What follows belongs to an exercise in optimizing a design on an open flow for small area, a short achievable clock period and few clock cycles; a production flow would make more cautious choices.
Only simulation tests tie the RTL to the original design; equivalence was not proved.
No activity file was given, so power comes from the tool's default toggle rates.

File: design.v
module ww_asc_code (
    input  wire [6:0] sym,
    output reg  [3:0]  len,
    output reg  [10:0] code
);
    always @(*) begin
        case (sym)
            7'd0: begin len = 4'd11; code = 11'b11111111010; end
            7'd1: begin len = 4'd11; code = 11'b11111111011; end
            7'd2: begin len = 4'd11; code = 11'b11111111100; end
            7'd3: begin len = 4'd11; code = 11'b11111111101; end
            7'd4: begin len = 4'd11; code = 11'b11111111110; end
            7'd5: begin len = 4'd11; code = 11'b11111111111; end
            7'd6: begin len = 4'd10; code = 11'b01111000000; end
            7'd7: begin len = 4'd10; code = 11'b01111000001; end
            7'd8: begin len = 4'd10; code = 11'b01111000010; end
            7'd9: begin len = 4'd10; code = 11'b01111000011; end
            7'd10: begin len = 4'd10; code = 11'b01111000100; end
            7'd11: begin len = 4'd10; code = 11'b01111000101; end
            7'd12: begin len = 4'd10; code = 11'b01111000110; end
            7'd13: begin len = 4'd10; code = 11'b01111000111; end
            7'd14: begin len = 4'd10; code = 11'b01111001000; end
            7'd15: begin len = 4'd10; code = 11'b01111001001; end
            7'd16: begin len = 4'd10; code = 11'b01111001010; end
            7'd17: begin len = 4'd10; code = 11'b01111001011; end
            7'd18: begin len = 4'd10; code = 11'b01111001100; end
            7'd19: begin len = 4'd10; code = 11'b01111001101; end
            7'd20: begin len = 4'd10; code = 11'b01111001110; end
            7'd21: begin len = 4'd10; code = 11'b01111001111; end
            7'd22: begin len = 4'd10; code = 11'b01111010000; end
            7'd23: begin len = 4'd10; code = 11'b01111010001; end
            7'd24: begin len = 4'd10; code = 11'b01111010010; end
            7'd25: begin len = 4'd10; code = 11'b01111010011; end
            7'd26: begin len = 4'd10; code = 11'b01111010100; end
            7'd27: begin len = 4'd10; code = 11'b01111010101; end
            7'd28: begin len = 4'd10; code = 11'b01111010110; end
            7'd29: begin len = 4'd10; code = 11'b01111010111; end
            7'd30: begin len = 4'd10; code = 11'b01111011000; end
            7'd31: begin len = 4'd10; code = 11'b01111011001; end
            7'd32: begin len = 4'd10; code = 11'b01111011010; end
            7'd33: begin len = 4'd10; code = 11'b01111011011; end
            7'd34: begin len = 4'd10; code = 11'b01111011100; end
            7'd35: begin len = 4'd10; code = 11'b01111011101; end
            7'd36: begin len = 4'd10; code = 11'b01111011110; end
            7'd37: begin len = 4'd10; code = 11'b01111011111; end
            7'd38: begin len = 4'd10; code = 11'b01111100000; end
            7'd39: begin len = 4'd10; code = 11'b01111100001; end
            7'd40: begin len = 4'd10; code = 11'b01111100010; end
            7'd41: begin len = 4'd10; code = 11'b01111100011; end
            7'd42: begin len = 4'd10; code = 11'b01111100100; end
            7'd43: begin len = 4'd10; code = 11'b01111100101; end
            7'd44: begin len = 4'd10; code = 11'b01111100110; end
            7'd45: begin len = 4'd10; code = 11'b01111100111; end
            7'd46: begin len = 4'd10; code = 11'b01111101000; end
            7'd47: begin len = 4'd10; code = 11'b01111101001; end
            7'd48: begin len = 4'd7; code = 11'b00001101110; end
            7'd49: begin len = 4'd7; code = 11'b00001101111; end
            7'd50: begin len = 4'd7; code = 11'b00001110000; end
            7'd51: begin len = 4'd7; code = 11'b00001110001; end
            7'd52: begin len = 4'd7; code = 11'b00001110010; end
            7'd53: begin len = 4'd7; code = 11'b00001110011; end
            7'd54: begin len = 4'd7; code = 11'b00001110100; end
            7'd55: begin len = 4'd7; code = 11'b00001110101; end
            7'd56: begin len = 4'd7; code = 11'b00001110110; end
            7'd57: begin len = 4'd7; code = 11'b00001110111; end
            7'd58: begin len = 4'd10; code = 11'b01111101010; end
            7'd59: begin len = 4'd10; code = 11'b01111101011; end
            7'd60: begin len = 4'd10; code = 11'b01111101100; end
            7'd61: begin len = 4'd10; code = 11'b01111101101; end
            7'd62: begin len = 4'd10; code = 11'b01111101110; end
            7'd63: begin len = 4'd10; code = 11'b01111101111; end
            7'd64: begin len = 4'd10; code = 11'b01111110000; end
            7'd65: begin len = 4'd6; code = 11'b00000000110; end
            7'd66: begin len = 4'd6; code = 11'b00000000111; end
            7'd67: begin len = 4'd6; code = 11'b00000001000; end
            7'd68: begin len = 4'd6; code = 11'b00000001001; end
            7'd69: begin len = 4'd6; code = 11'b00000001010; end
            7'd70: begin len = 4'd6; code = 11'b00000001011; end
            7'd71: begin len = 4'd6; code = 11'b00000001100; end
            7'd72: begin len = 4'd6; code = 11'b00000001101; end
            7'd73: begin len = 4'd6; code = 11'b00000001110; end
            7'd74: begin len = 4'd6; code = 11'b00000001111; end
            7'd75: begin len = 4'd6; code = 11'b00000010000; end
            7'd76: begin len = 4'd6; code = 11'b00000010001; end
            7'd77: begin len = 4'd6; code = 11'b00000010010; end
            7'd78: begin len = 4'd6; code = 11'b00000010011; end
            7'd79: begin len = 4'd6; code = 11'b00000010100; end
            7'd80: begin len = 4'd6; code = 11'b00000010101; end
            7'd81: begin len = 4'd6; code = 11'b00000010110; end
            7'd82: begin len = 4'd6; code = 11'b00000010111; end
            7'd83: begin len = 4'd6; code = 11'b00000011000; end
            7'd84: begin len = 4'd6; code = 11'b00000011001; end
            7'd85: begin len = 4'd6; code = 11'b00000011010; end
            7'd86: begin len = 4'd6; code = 11'b00000011011; end
            7'd87: begin len = 4'd6; code = 11'b00000011100; end
            7'd88: begin len = 4'd6; code = 11'b00000011101; end
            7'd89: begin len = 4'd6; code = 11'b00000011110; end
            7'd90: begin len = 4'd6; code = 11'b00000011111; end
            7'd91: begin len = 4'd10; code = 11'b01111110001; end
            7'd92: begin len = 4'd10; code = 11'b01111110010; end
            7'd93: begin len = 4'd10; code = 11'b01111110011; end
            7'd94: begin len = 4'd10; code = 11'b01111110100; end
            7'd95: begin len = 4'd10; code = 11'b01111110101; end
            7'd96: begin len = 4'd10; code = 11'b01111110110; end
            7'd97: begin len = 4'd6; code = 11'b00000100000; end
            7'd98: begin len = 4'd6; code = 11'b00000100001; end
            7'd99: begin len = 4'd6; code = 11'b00000100010; end
            7'd100: begin len = 4'd6; code = 11'b00000100011; end
            7'd101: begin len = 4'd6; code = 11'b00000100100; end
            7'd102: begin len = 4'd6; code = 11'b00000100101; end
            7'd103: begin len = 4'd6; code = 11'b00000100110; end
            7'd104: begin len = 4'd6; code = 11'b00000100111; end
            7'd105: begin len = 4'd6; code = 11'b00000101000; end
            7'd106: begin len = 4'd6; code = 11'b00000101001; end
            7'd107: begin len = 4'd6; code = 11'b00000101010; end
            7'd108: begin len = 4'd6; code = 11'b00000101011; end
            7'd109: begin len = 4'd6; code = 11'b00000101100; end
            7'd110: begin len = 4'd6; code = 11'b00000101101; end
            7'd111: begin len = 4'd6; code = 11'b00000101110; end
            7'd112: begin len = 4'd6; code = 11'b00000101111; end
            7'd113: begin len = 4'd6; code = 11'b00000110000; end
            7'd114: begin len = 4'd6; code = 11'b00000110001; end
            7'd115: begin len = 4'd6; code = 11'b00000110010; end
            7'd116: begin len = 4'd6; code = 11'b00000110011; end
            7'd117: begin len = 4'd6; code = 11'b00000110100; end
            7'd118: begin len = 4'd6; code = 11'b00000110101; end
            7'd119: begin len = 4'd6; code = 11'b00000110110; end
            7'd120: begin len = 4'd5; code = 11'b00000000000; end
            7'd121: begin len = 4'd5; code = 11'b00000000001; end
            7'd122: begin len = 4'd5; code = 11'b00000000010; end
            7'd123: begin len = 4'd10; code = 11'b01111110111; end
            7'd124: begin len = 4'd10; code = 11'b01111111000; end
            7'd125: begin len = 4'd10; code = 11'b01111111001; end
            7'd126: begin len = 4'd10; code = 11'b01111111010; end
            7'd127: begin len = 4'd10; code = 11'b01111111011; end
        endcase
    end
endmodule
module ww_fbc_code (
    input  wire [7:0] sym,
    output reg  [3:0]  len,
    output reg  [10:0] code
);
    always @(*) begin
        case (sym)
            8'd0: begin len = 4'd11; code = 11'b11110111110; end
            8'd1: begin len = 4'd11; code = 11'b11110111111; end
            8'd2: begin len = 4'd11; code = 11'b11111000000; end
            8'd3: begin len = 4'd11; code = 11'b11111000001; end
            8'd4: begin len = 4'd11; code = 11'b11111000010; end
            8'd5: begin len = 4'd11; code = 11'b11111000011; end
            8'd6: begin len = 4'd11; code = 11'b11111000100; end
            8'd7: begin len = 4'd11; code = 11'b11111000101; end
            8'd8: begin len = 4'd11; code = 11'b11111000110; end
            8'd9: begin len = 4'd11; code = 11'b11111000111; end
            8'd10: begin len = 4'd11; code = 11'b11111001000; end
            8'd11: begin len = 4'd11; code = 11'b11111001001; end
            8'd12: begin len = 4'd11; code = 11'b11111001010; end
            8'd13: begin len = 4'd11; code = 11'b11111001011; end
            8'd14: begin len = 4'd11; code = 11'b11111001100; end
            8'd15: begin len = 4'd11; code = 11'b11111001101; end
            8'd16: begin len = 4'd11; code = 11'b11111001110; end
            8'd17: begin len = 4'd11; code = 11'b11111001111; end
            8'd18: begin len = 4'd11; code = 11'b11111010000; end
            8'd19: begin len = 4'd11; code = 11'b11111010001; end
            8'd20: begin len = 4'd11; code = 11'b11111010010; end
            8'd21: begin len = 4'd11; code = 11'b11111010011; end
            8'd22: begin len = 4'd11; code = 11'b11111010100; end
            8'd23: begin len = 4'd11; code = 11'b11111010101; end
            8'd24: begin len = 4'd11; code = 11'b11111010110; end
            8'd25: begin len = 4'd11; code = 11'b11111010111; end
            8'd26: begin len = 4'd11; code = 11'b11111011000; end
            8'd27: begin len = 4'd11; code = 11'b11111011001; end
            8'd28: begin len = 4'd11; code = 11'b11111011010; end
            8'd29: begin len = 4'd11; code = 11'b11111011011; end
            8'd30: begin len = 4'd11; code = 11'b11111011100; end
            8'd31: begin len = 4'd11; code = 11'b11111011101; end
            8'd32: begin len = 4'd11; code = 11'b11111011110; end
            8'd33: begin len = 4'd11; code = 11'b11111011111; end
            8'd34: begin len = 4'd11; code = 11'b11111100000; end
            8'd35: begin len = 4'd11; code = 11'b11111100001; end
            8'd36: begin len = 4'd11; code = 11'b11111100010; end
            8'd37: begin len = 4'd11; code = 11'b11111100011; end
            8'd38: begin len = 4'd11; code = 11'b11111100100; end
            8'd39: begin len = 4'd11; code = 11'b11111100101; end
            8'd40: begin len = 4'd11; code = 11'b11111100110; end
            8'd41: begin len = 4'd11; code = 11'b11111100111; end
            8'd42: begin len = 4'd11; code = 11'b11111101000; end
            8'd43: begin len = 4'd11; code = 11'b11111101001; end
            8'd44: begin len = 4'd11; code = 11'b11111101010; end
            8'd45: begin len = 4'd11; code = 11'b11111101011; end
            8'd46: begin len = 4'd11; code = 11'b11111101100; end
            8'd47: begin len = 4'd11; code = 11'b11111101101; end
            8'd48: begin len = 4'd8; code = 11'b00010011100; end
            8'd49: begin len = 4'd8; code = 11'b00010011101; end
            8'd50: begin len = 4'd8; code = 11'b00010011110; end
            8'd51: begin len = 4'd8; code = 11'b00010011111; end
            8'd52: begin len = 4'd8; code = 11'b00010100000; end
            8'd53: begin len = 4'd8; code = 11'b00010100001; end
            8'd54: begin len = 4'd8; code = 11'b00010100010; end
            8'd55: begin len = 4'd8; code = 11'b00010100011; end
            8'd56: begin len = 4'd8; code = 11'b00010100100; end
            8'd57: begin len = 4'd8; code = 11'b00010100101; end
            8'd58: begin len = 4'd11; code = 11'b11111101110; end
            8'd59: begin len = 4'd11; code = 11'b11111101111; end
            8'd60: begin len = 4'd11; code = 11'b11111110000; end
            8'd61: begin len = 4'd11; code = 11'b11111110001; end
            8'd62: begin len = 4'd11; code = 11'b11111110010; end
            8'd63: begin len = 4'd11; code = 11'b11111110011; end
            8'd64: begin len = 4'd11; code = 11'b11111110100; end
            8'd65: begin len = 4'd7; code = 11'b00000110100; end
            8'd66: begin len = 4'd7; code = 11'b00000110101; end
            8'd67: begin len = 4'd7; code = 11'b00000110110; end
            8'd68: begin len = 4'd7; code = 11'b00000110111; end
            8'd69: begin len = 4'd7; code = 11'b00000111000; end
            8'd70: begin len = 4'd7; code = 11'b00000111001; end
            8'd71: begin len = 4'd7; code = 11'b00000111010; end
            8'd72: begin len = 4'd7; code = 11'b00000111011; end
            8'd73: begin len = 4'd7; code = 11'b00000111100; end
            8'd74: begin len = 4'd7; code = 11'b00000111101; end
            8'd75: begin len = 4'd7; code = 11'b00000111110; end
            8'd76: begin len = 4'd7; code = 11'b00000111111; end
            8'd77: begin len = 4'd7; code = 11'b00001000000; end
            8'd78: begin len = 4'd7; code = 11'b00001000001; end
            8'd79: begin len = 4'd7; code = 11'b00001000010; end
            8'd80: begin len = 4'd7; code = 11'b00001000011; end
            8'd81: begin len = 4'd7; code = 11'b00001000100; end
            8'd82: begin len = 4'd7; code = 11'b00001000101; end
            8'd83: begin len = 4'd7; code = 11'b00001000110; end
            8'd84: begin len = 4'd7; code = 11'b00001000111; end
            8'd85: begin len = 4'd7; code = 11'b00001001000; end
            8'd86: begin len = 4'd7; code = 11'b00001001001; end
            8'd87: begin len = 4'd7; code = 11'b00001001010; end
            8'd88: begin len = 4'd7; code = 11'b00001001011; end
            8'd89: begin len = 4'd7; code = 11'b00001001100; end
            8'd90: begin len = 4'd7; code = 11'b00001001101; end
            8'd91: begin len = 4'd11; code = 11'b11111110101; end
            8'd92: begin len = 4'd11; code = 11'b11111110110; end
            8'd93: begin len = 4'd11; code = 11'b11111110111; end
            8'd94: begin len = 4'd11; code = 11'b11111111000; end
            8'd95: begin len = 4'd11; code = 11'b11111111001; end
            8'd96: begin len = 4'd11; code = 11'b11111111010; end
            8'd97: begin len = 4'd6; code = 11'b00000000000; end
            8'd98: begin len = 4'd6; code = 11'b00000000001; end
            8'd99: begin len = 4'd6; code = 11'b00000000010; end
            8'd100: begin len = 4'd6; code = 11'b00000000011; end
            8'd101: begin len = 4'd6; code = 11'b00000000100; end
            8'd102: begin len = 4'd6; code = 11'b00000000101; end
            8'd103: begin len = 4'd6; code = 11'b00000000110; end
            8'd104: begin len = 4'd6; code = 11'b00000000111; end
            8'd105: begin len = 4'd6; code = 11'b00000001000; end
            8'd106: begin len = 4'd6; code = 11'b00000001001; end
            8'd107: begin len = 4'd6; code = 11'b00000001010; end
            8'd108: begin len = 4'd6; code = 11'b00000001011; end
            8'd109: begin len = 4'd6; code = 11'b00000001100; end
            8'd110: begin len = 4'd6; code = 11'b00000001101; end
            8'd111: begin len = 4'd6; code = 11'b00000001110; end
            8'd112: begin len = 4'd6; code = 11'b00000001111; end
            8'd113: begin len = 4'd6; code = 11'b00000010000; end
            8'd114: begin len = 4'd6; code = 11'b00000010001; end
            8'd115: begin len = 4'd6; code = 11'b00000010010; end
            8'd116: begin len = 4'd6; code = 11'b00000010011; end
            8'd117: begin len = 4'd6; code = 11'b00000010100; end
            8'd118: begin len = 4'd6; code = 11'b00000010101; end
            8'd119: begin len = 4'd6; code = 11'b00000010110; end
            8'd120: begin len = 4'd6; code = 11'b00000010111; end
            8'd121: begin len = 4'd6; code = 11'b00000011000; end
            8'd122: begin len = 4'd6; code = 11'b00000011001; end
            8'd123: begin len = 4'd11; code = 11'b11111111011; end
            8'd124: begin len = 4'd11; code = 11'b11111111100; end
            8'd125: begin len = 4'd11; code = 11'b11111111101; end
            8'd126: begin len = 4'd11; code = 11'b11111111110; end
            8'd127: begin len = 4'd11; code = 11'b11111111111; end
            8'd128: begin len = 4'd9; code = 11'b00110010010; end
            8'd129: begin len = 4'd9; code = 11'b00110010011; end
            8'd130: begin len = 4'd9; code = 11'b00110010100; end
            8'd131: begin len = 4'd9; code = 11'b00110010101; end
            8'd132: begin len = 4'd9; code = 11'b00110010110; end
            8'd133: begin len = 4'd9; code = 11'b00110010111; end
            8'd134: begin len = 4'd9; code = 11'b00110011000; end
            8'd135: begin len = 4'd9; code = 11'b00110011001; end
            8'd136: begin len = 4'd9; code = 11'b00110011010; end
            8'd137: begin len = 4'd9; code = 11'b00110011011; end
            8'd138: begin len = 4'd9; code = 11'b00110011100; end
            8'd139: begin len = 4'd9; code = 11'b00110011101; end
            8'd140: begin len = 4'd9; code = 11'b00110011110; end
            8'd141: begin len = 4'd9; code = 11'b00110011111; end
            8'd142: begin len = 4'd9; code = 11'b00110100000; end
            8'd143: begin len = 4'd9; code = 11'b00110100001; end
            8'd144: begin len = 4'd9; code = 11'b00110100010; end
            8'd145: begin len = 4'd9; code = 11'b00110100011; end
            8'd146: begin len = 4'd9; code = 11'b00110100100; end
            8'd147: begin len = 4'd9; code = 11'b00110100101; end
            8'd148: begin len = 4'd9; code = 11'b00110100110; end
            8'd149: begin len = 4'd9; code = 11'b00110100111; end
            8'd150: begin len = 4'd9; code = 11'b00110101000; end
            8'd151: begin len = 4'd9; code = 11'b00110101001; end
            8'd152: begin len = 4'd9; code = 11'b00110101010; end
            8'd153: begin len = 4'd9; code = 11'b00110101011; end
            8'd154: begin len = 4'd9; code = 11'b00110101100; end
            8'd155: begin len = 4'd9; code = 11'b00110101101; end
            8'd156: begin len = 4'd9; code = 11'b00110101110; end
            8'd157: begin len = 4'd9; code = 11'b00110101111; end
            8'd158: begin len = 4'd9; code = 11'b00110110000; end
            8'd159: begin len = 4'd9; code = 11'b00110110001; end
            8'd160: begin len = 4'd9; code = 11'b00110110010; end
            8'd161: begin len = 4'd9; code = 11'b00110110011; end
            8'd162: begin len = 4'd9; code = 11'b00110110100; end
            8'd163: begin len = 4'd9; code = 11'b00110110101; end
            8'd164: begin len = 4'd9; code = 11'b00110110110; end
            8'd165: begin len = 4'd9; code = 11'b00110110111; end
            8'd166: begin len = 4'd9; code = 11'b00110111000; end
            8'd167: begin len = 4'd9; code = 11'b00110111001; end
            8'd168: begin len = 4'd9; code = 11'b00110111010; end
            8'd169: begin len = 4'd9; code = 11'b00110111011; end
            8'd170: begin len = 4'd9; code = 11'b00110111100; end
            8'd171: begin len = 4'd9; code = 11'b00110111101; end
            8'd172: begin len = 4'd9; code = 11'b00110111110; end
            8'd173: begin len = 4'd9; code = 11'b00110111111; end
            8'd174: begin len = 4'd9; code = 11'b00111000000; end
            8'd175: begin len = 4'd9; code = 11'b00111000001; end
            8'd176: begin len = 4'd9; code = 11'b00111000010; end
            8'd177: begin len = 4'd9; code = 11'b00111000011; end
            8'd178: begin len = 4'd9; code = 11'b00111000100; end
            8'd179: begin len = 4'd9; code = 11'b00111000101; end
            8'd180: begin len = 4'd9; code = 11'b00111000110; end
            8'd181: begin len = 4'd9; code = 11'b00111000111; end
            8'd182: begin len = 4'd9; code = 11'b00111001000; end
            8'd183: begin len = 4'd9; code = 11'b00111001001; end
            8'd184: begin len = 4'd9; code = 11'b00111001010; end
            8'd185: begin len = 4'd9; code = 11'b00111001011; end
            8'd186: begin len = 4'd9; code = 11'b00111001100; end
            8'd187: begin len = 4'd9; code = 11'b00111001101; end
            8'd188: begin len = 4'd9; code = 11'b00111001110; end
            8'd189: begin len = 4'd9; code = 11'b00111001111; end
            8'd190: begin len = 4'd9; code = 11'b00111010000; end
            8'd191: begin len = 4'd9; code = 11'b00111010001; end
            8'd192: begin len = 4'd9; code = 11'b00111010010; end
            8'd193: begin len = 4'd9; code = 11'b00111010011; end
            8'd194: begin len = 4'd9; code = 11'b00111010100; end
            8'd195: begin len = 4'd9; code = 11'b00111010101; end
            8'd196: begin len = 4'd9; code = 11'b00111010110; end
            8'd197: begin len = 4'd9; code = 11'b00111010111; end
            8'd198: begin len = 4'd9; code = 11'b00111011000; end
            8'd199: begin len = 4'd9; code = 11'b00111011001; end
            8'd200: begin len = 4'd9; code = 11'b00111011010; end
            8'd201: begin len = 4'd9; code = 11'b00111011011; end
            8'd202: begin len = 4'd9; code = 11'b00111011100; end
            8'd203: begin len = 4'd9; code = 11'b00111011101; end
            8'd204: begin len = 4'd9; code = 11'b00111011110; end
            8'd205: begin len = 4'd9; code = 11'b00111011111; end
            8'd206: begin len = 4'd9; code = 11'b00111100000; end
            8'd207: begin len = 4'd9; code = 11'b00111100001; end
            8'd208: begin len = 4'd9; code = 11'b00111100010; end
            8'd209: begin len = 4'd9; code = 11'b00111100011; end
            8'd210: begin len = 4'd9; code = 11'b00111100100; end
            8'd211: begin len = 4'd9; code = 11'b00111100101; end
            8'd212: begin len = 4'd9; code = 11'b00111100110; end
            8'd213: begin len = 4'd9; code = 11'b00111100111; end
            8'd214: begin len = 4'd9; code = 11'b00111101000; end
            8'd215: begin len = 4'd9; code = 11'b00111101001; end
            8'd216: begin len = 4'd9; code = 11'b00111101010; end
            8'd217: begin len = 4'd9; code = 11'b00111101011; end
            8'd218: begin len = 4'd9; code = 11'b00111101100; end
            8'd219: begin len = 4'd9; code = 11'b00111101101; end
            8'd220: begin len = 4'd9; code = 11'b00111101110; end
            8'd221: begin len = 4'd8; code = 11'b00010100110; end
            8'd222: begin len = 4'd8; code = 11'b00010100111; end
            8'd223: begin len = 4'd8; code = 11'b00010101000; end
            8'd224: begin len = 4'd8; code = 11'b00010101001; end
            8'd225: begin len = 4'd8; code = 11'b00010101010; end
            8'd226: begin len = 4'd8; code = 11'b00010101011; end
            8'd227: begin len = 4'd8; code = 11'b00010101100; end
            8'd228: begin len = 4'd8; code = 11'b00010101101; end
            8'd229: begin len = 4'd8; code = 11'b00010101110; end
            8'd230: begin len = 4'd8; code = 11'b00010101111; end
            8'd231: begin len = 4'd8; code = 11'b00010110000; end
            8'd232: begin len = 4'd8; code = 11'b00010110001; end
            8'd233: begin len = 4'd8; code = 11'b00010110010; end
            8'd234: begin len = 4'd8; code = 11'b00010110011; end
            8'd235: begin len = 4'd8; code = 11'b00010110100; end
            8'd236: begin len = 4'd8; code = 11'b00010110101; end
            8'd237: begin len = 4'd8; code = 11'b00010110110; end
            8'd238: begin len = 4'd8; code = 11'b00010110111; end
            8'd239: begin len = 4'd8; code = 11'b00010111000; end
            8'd240: begin len = 4'd8; code = 11'b00010111001; end
            8'd241: begin len = 4'd8; code = 11'b00010111010; end
            8'd242: begin len = 4'd8; code = 11'b00010111011; end
            8'd243: begin len = 4'd8; code = 11'b00010111100; end
            8'd244: begin len = 4'd8; code = 11'b00010111101; end
            8'd245: begin len = 4'd8; code = 11'b00010111110; end
            8'd246: begin len = 4'd8; code = 11'b00010111111; end
            8'd247: begin len = 4'd8; code = 11'b00011000000; end
            8'd248: begin len = 4'd8; code = 11'b00011000001; end
            8'd249: begin len = 4'd8; code = 11'b00011000010; end
            8'd250: begin len = 4'd8; code = 11'b00011000011; end
            8'd251: begin len = 4'd8; code = 11'b00011000100; end
            8'd252: begin len = 4'd8; code = 11'b00011000101; end
            8'd253: begin len = 4'd8; code = 11'b00011000110; end
            8'd254: begin len = 4'd8; code = 11'b00011000111; end
            8'd255: begin len = 4'd8; code = 11'b00011001000; end
        endcase
    end
endmodule
module ww_enc (
    input  wire        clk,
    input  wire        rst,
    input  wire        in_valid,
    output wire        in_ready,
    input  wire [2:0]  in_op,
    input  wire        in_end,
    input  wire [31:0] in_data,
    output wire        out_valid,
    input  wire        out_ready,
    output wire [7:0]  out_data
);
    localparam [2:0] OP_ASCII = 3'd0,
                     OP_UTF8  = 3'd1,
                     OP_RAW   = 3'd2,
                     OP_SYM   = 3'd3,
                     OP_ALIGN = 3'd4;
    reg  [37:0] sreg;              
    reg  [5:0]  scnt;              
    reg  [6:0]  acc;               
    reg  [2:0]  acnt;              
    reg         in_value;          
    reg         ov;
    reg  [7:0]  odata;
    assign out_valid = ov;
    assign out_data  = odata;
    assign in_ready  = (scnt == 6'd0);
    wire take = in_valid && in_ready;
    wire [3:0]  asc_sym_len;
    wire [10:0] asc_sym_code;
    wire [3:0]  fbc_sym_len;
    wire [10:0] fbc_sym_code;
    ww_asc_code u_asc (.sym(in_data[6:0]), .len(asc_sym_len), .code(asc_sym_code));
    ww_fbc_code u_fbc (.sym(in_data[7:0]), .len(fbc_sym_len), .code(fbc_sym_code));
    wire [3:0]  asc_len  = in_end ? 4'd10 : asc_sym_len;
    wire [10:0] asc_code = in_end ? 11'b01111111100 : asc_sym_code;
    wire [3:0]  fbc_len  = in_end ? 4'd10 : fbc_sym_len;
    wire [10:0] fbc_code = in_end ? 11'b01111011110 : fbc_sym_code;
    reg  [1:0]  tag_len;
    reg  [2:0]  tag_code;
    always @(*) begin
        tag_len  = 2'd0;
        tag_code = 3'b000;
        if (!in_value) begin
            case (in_op)
                OP_ASCII: begin tag_len = 2'd1; tag_code = 3'b000; end
                OP_UTF8:  begin tag_len = 2'd2; tag_code = 3'b010; end
                OP_RAW:   begin tag_len = 2'd3; tag_code = 3'b110; end
                OP_SYM:   begin tag_len = 2'd3; tag_code = 3'b111; end
                default:  ;
            endcase
        end
    end
    reg  [5:0]  body_len;
    reg  [34:0] body_code;         
    always @(*) begin
        body_len  = 6'd0;
        body_code = 35'd0;
        case (in_op)
            OP_ASCII: begin
                if (in_end || !in_data[7]) begin
                    body_len  = {2'd0, asc_len};
                    body_code = {24'd0, asc_code};
                end
            end
            OP_UTF8: begin
                body_len  = {2'd0, fbc_len};
                body_code = {24'd0, fbc_code};
            end
            OP_RAW: begin
                if (in_end) begin
                    body_len  = 6'd8;
                    body_code = 35'd0;
                end else if (in_data[7:0] != 8'd0) begin
                    body_len  = 6'd8;
                    body_code = {27'd0, in_data[7:0]};
                end
            end
            OP_SYM: begin
                if (in_data < 32'd16) begin
                    body_len  = 6'd5;
                    body_code = {30'd0, 1'b0, in_data[3:0]};
                end else if (in_data < 32'd256) begin
                    body_len  = 6'd10;
                    body_code = {25'd0, 2'b10, in_data[7:0]};
                end else if (in_data < 32'd65536) begin
                    body_len  = 6'd19;
                    body_code = {16'd0, 3'b110, in_data[15:0]};
                end else begin
                    body_len  = 6'd35;
                    body_code = {3'b111, in_data};
                end
            end
            OP_ALIGN: begin
                body_len  = (acnt == 3'd0) ? 6'd0 : {3'd0, 3'd0 - acnt};
                body_code = 35'd0;
            end
            default: ;
        endcase
    end
    wire [2:0]  tag_la  = tag_code << (2'd3 - tag_len);
    wire [34:0] body_la = body_code << (6'd35 - body_len);
    wire [37:0] beat_bits = {tag_la, 35'd0} | ({3'd0, body_la} << (2'd3 - tag_len));
    wire [5:0]  beat_len  = {4'd0, tag_len} + body_len;
    wire step = (scnt != 6'd0) && (!ov || out_ready);
    always @(posedge clk) begin
        if (rst) begin
            scnt     <= 6'd0;
            acnt     <= 3'd0;
            in_value <= 1'b0;
            ov       <= 1'b0;
        end else begin
            if (ov && out_ready)
                ov <= 1'b0;
            if (take) begin
                sreg <= beat_bits;
                scnt <= beat_len;
                if (in_op == OP_ASCII || in_op == OP_UTF8 || in_op == OP_RAW)
                    in_value <= !in_end;
            end else if (step) begin
                sreg <= {sreg[36:0], 1'b0};
                scnt <= scnt - 6'd1;
                if (acnt == 3'd7) begin
                    ov    <= 1'b1;
                    odata <= {acc, sreg[37]};
                    acnt  <= 3'd0;
                end else begin
                    acc  <= {acc[5:0], sreg[37]};
                    acnt <= acnt + 3'd1;
                end
            end
        end
    end
endmodule
File: run.sh
#!/bin/bash
# synth_recipe.tcl (not shown) runs the flow's synth.tcl, then flattens the netlist and writes it again
# the make line also repeats each setting of config.mk as NAME=value (left out here)
make -C /OpenROAD-flow-scripts/flow DESIGN_CONFIG=/design/flow/config.mk WORK_HOME=/design/flow/orfs CLKGATE_MAP_FILE= SYNTH_SCRIPT=/design/flow/synth_recipe.tcl finish
File: constraint.sdc
create_clock -name core_clock -period 6.0 [get_ports {clk}]
set_input_delay 1.2000 -clock core_clock [delete_from_list [all_inputs] [get_ports {clk}]]
set_output_delay 1.2000 -clock core_clock [all_outputs]
set_load 0.01 [all_outputs]
File: config.mk
export PLATFORM = sky130hd
export DESIGN_NAME = ww_enc
export DESIGN_NICKNAME = ww_enc
export VERILOG_FILES = /design/flow/design.v
export SDC_FILE = /design/flow/constraint.sdc
export NUM_CORES = 4
export LEC_CHECK = 0
export CAP_MARGIN = 20
export CORE_MARGIN = 2
export CORE_UTILIZATION = 40
export SLEW_MARGIN = 20
export SYNTH_MEMORY_MAX_BITS = 16384
==> impl_summary.txt <==
----------------------------------------------------
[STA]
  Max-slew headroom ... 0.3836
  Number of failing hold endpoints at the final stage ... 0
  Maximum achievable frequency ... about 190 MHz
  Final setup violation count ... 0
  Final Hold Slack ... ~0.42 ns
  Post-Route Skew ... between 0.01 and 0.015 ns
  Part of the cycle the worst path needs ... 0.8922
  Final Critical Period ... ~5.4 ns
  Pins Over Slew Limit ... 0
  RSZ-0062 raised after global routing ... no
  Setup tns final ... 0 ns
  Tightest Pin Transition ... just over 0.9 ns

[CTS]
  Total CTS buffers ... 9
  Post-cts sizing count ... 0
  Post-CTS Setup Bufs ... 0
  Max H-tree Level ... 3
  Number of hold buffers added after CTS ... 0
  Clock-pin slew reported for the worst setup and hold paths after clock tree synthesis ... about 0.060 ns
  Cell chosen for the clock root ... sky130_fd_sc_hd__clkbuf_16
  Insertion delay of the later-clocked pin in the worst-skew pair ... around 0.33 ns
  Total clock sinks ... 64
  Maximum buffer depth of the clock tree ... 2
  TritonCTS clock tree ... built

[Final layout]
  Final net count ... 1033
  Filler instances ... about 1800
  Layout cells sized above 1 ... 0.1237
  Antenna diode count ... 0
  Utilization after layout ... 0.4723
  Layout overhead on the synthesized area ... 16.06%

[Critical path]
  Max stage delay cell, worst path ... sky130_fd_sc_hd__clkdlybuf4s50_1
  Endpoint type of the worst setup path ... flip-flop
  Type of the setup path with the least slack ... in -> reg
  Arr. time, crit path ... 5.44 ns
  Buffering stage count on the worst path with inverters included ... 2
  Type of origin of the critical path ... primary input
  Worst Path Required ... about 6 ns
  Gate family responsible for the most delay along the worst path ... compound AO/OA/AOI/OAI gates
  Critical-path cell list ... clkdlybuf4s50_1 > buf_4 > and2_1 > mux4_2 > a32oi_1 > o211ai_1 > a211oi_2 > a211oi_1 > a211oi_2 > mux2i_1 > a22oi_1 > o32ai_1 > a21o_1
  Maximum single-stage delay on the critical path ... about 0.64 ns
  Flop-to-flop setup slack ... about 1.7 ns
  CP most frequent cell ... sky130_fd_sc_hd__a211oi_2
  Top fanout value on the critical path ... 21

[Logic synthesis]
  Synth Cell Area ... about 7300 µm²
  Number of flops mapped to enable cells by yosys ... 53
  Largest cells by area after synthesis ... sky130_fd_sc_hd__edfxtp_1 22%, sky130_fd_sc_hd__nand2_1 5.7%, sky130_fd_sc_hd__nor2_1 4.7%, sky130_fd_sc_hd__ha_1 4.6%, sky130_fd_sc_hd__a21oi_1 3.8%
  Top cell types by occurrence after synthesis ... 111 x sky130_fd_sc_hd__nand2_1, 91 x sky130_fd_sc_hd__nor2_1, 56 x sky130_fd_sc_hd__a21oi_1
  Post-synthesis sequential element count ... 64
  Synthesized Nets ... roughly 1000
  Post-Synthesis Mean Instance Area ... approximately 7.8 µm²
  Async set or reset register ratio after synthesis ... 0
  Post-synthesis cell count ... 931
  Sequential share of the synthesized area ... 0.2487
  Post-synth top flop ... sky130_fd_sc_hd__edfxtp_1
  YS warnings ... 3
  Library cell occupying the most area in the post-synthesis netlist ... sky130_fd_sc_hd__edfxtp_1
  Synth unique cells ... 97
  Cell with the most instances after synthesis ... sky130_fd_sc_hd__nand2_1
  Post-synth top area share ... 0.2185

[Power]
  Max IR drop VDD ... around 0.00022 V
  Cell area power density ... around 300 nW/µm²
  Static Leakage ... ~3.0 nW

[Global route]
  Total Routing Usage GR ... 0.2590
  Pin count of the biggest net entering global routing ... 48
  Number of global-route vias before repair ... around 7300
  First-pass GRT wire length ... 40.77 mm
  Initial antenna violation count ... 0
  Residual overflow from global routing ... 0

[Drt]
  Antenna violation net count after detailed routing ... 0
  Average routed wire per standard cell ... approximately 21 µm
  Iteration count of the initial detailed-routing pass ... 6
  Number of design-rule violations left by the first detailed-router iteration ... approximately 1000
  Overall routed net length ... approximately 25 mm
  Residual DRC count ... 0
  Mean number of vias per cell ... 6.516
  Vias after detailed routing ... 7813

[Place]
  Number of buffers inserted by port buffering ... between 40 and 50
  Global placer's final weighted congestion ... slightly below 1
  Detailed placement HPWL ... around 19 mm

[Die]
  Starting Density ... 0.4069
  Floorplan die area ... 19310 µm²
  Chip height ... 139.0 µm
  Area of the core ... roughly 18000 µm²
  Number of rows created at floorplan ... just under 50
  I/O pin cnt ... 50
  Die width ... 139.0 µm

[Run status]
  Run status ... finished clean

[Hold path]
  Hold crit path type ... reg -> reg

[Flow run]
  # Max-Cap Violations ... 0

----------------------------------------------------
## cells by family after synthesis
| family | Yosys count | synth area share |
|---|---|---|
| AOI/OAI and AO/OA | 334 | 0.3444 |
| muxes | 23 | 0.03538 |
| DFF | 64 | 0.2487 |
| and+or+nand+nor | 365 | 0.2487 |
| buffers and inverters | 109 | 0.06407 |
| adders and majority gates | 28 | 0.04912 |
| xor gates and xnor gates | 8 | 0.009619 |
## final cells by class
cell class | count | area [µm²] | area share
Multi-Input combinational cell | 758 | 5022 | 0.5941
Clock inverter | 4 | 32.53 | 0.003848
Clock buffer | 12 | 289.0 | 0.03419
Timing Repair Buffer | 103 | 903.4 | 0.1069
Inverter | 29 | 108.9 | 0.01288
Sequential cell | 64 | 1812 | 0.2143
Tap cell | 229 | 286.5 | 0.03389
## per-layer routing
metal / wire (µm) / track usage
met1: 11210 / 0.3618
met2: 11660 / 0.4125
met3: 1775 / 0.03384
met4: 836 / 0.09197
met5: 0 / 0
## sequential cells by signal (all words and copies together) (netlist names)
| register | count |
|---|---|
| acnt | 3 |
| acc | 7 |
| scnt | 6 |
| odata | 8 |
| sreg | 38 |
| in_value | 1 |
| ov | 1 |
## cell usage in the layout, fill, tap and decap left out, drive strengths merged, types with 12 or more instances in the layout
cell type / Yosys / final
nand2: 111 / 111
clkbuf: 44 / 12
edfxtp: 53 / 53
inv: 26 / 26
a21oi: 56 / 56
buf: 36 / 55
ha: 27 / 27
mux2i: 19 / 19
nor2: 92 / 92
o21ai: 48 / 48
nand3: 22 / 22
nor2b: 12 / 12
nor3: 25 / 25
clkdlybuf4s50: 0 / 48
a211oi: 27 / 27
a31oi: 21 / 21
nor4: 18 / 18
nand2b: 13 / 13
o211ai: 21 / 21
## through the flow
stage	setup slack, ns	std cells	power [mW]	instance area (µm²)
after floorplan	0.7579	931	1.568	7284
after global placement	0.3716	1182	1.891	8108
after detailed placement	0.3891	1182	1.899	8108
after CTS	0.7114	1198	2.454	8429
after global routing	0.2255	1199	2.633	8454
final	0.6468	1199	2.468	8454
## where the power goes
group | switching (mW) | internal, mW
sequential | 0.0607 | 0.711
combinational | 0.702 | 0.443
clock | 0.208 | 0.343
total | 0.971 | 1.50
## worst paths after layout
path,end,cells after the start,start
setup / recovery,sreg[16]$_DFFE_PP_,13,in_data[4]
hold / removal,odata[7]$_DFFE_PP_,0,acc[6]$_DFFE_PP_
setup reg to reg,sreg[16]$_DFFE_PP_,14,acnt[0]$_SDFFE_PP0P_
hold reg to reg,odata[7]$_DFFE_PP_,0,acc[6]$_DFFE_PP_
Testbench counts, summed over its fixed seeds: cycles 59,962.

[afterwards: timing with drivers on the ports]
In the flow no input, the clock included, has a driving cell. The finished layout below was timed again as built, in two steps.
Step 1: set_driving_cell puts a clkbuf_16 on clk and a buf_2 on each other input, an assumption about the parent block.
Step 2 moves the port delays by t, midway between the first and last clock arrival at a register: inputs arrive t later, outputs are due t later. That takes back most of the time a late clock gives input paths.
a / b / c = ideal / step 1 / step 2; a / b = the first two.
shift t [ns]: 0.375
slack for setup (ns): 0.647 / 0.667 / 0.292
hold slack, ns: 0.421 / 0.421 / 0.421
After both steps setup and hold are still met in this run. The setup slack of this run moves by +0.020 ns with the drivers and by -0.355 ns with both steps.
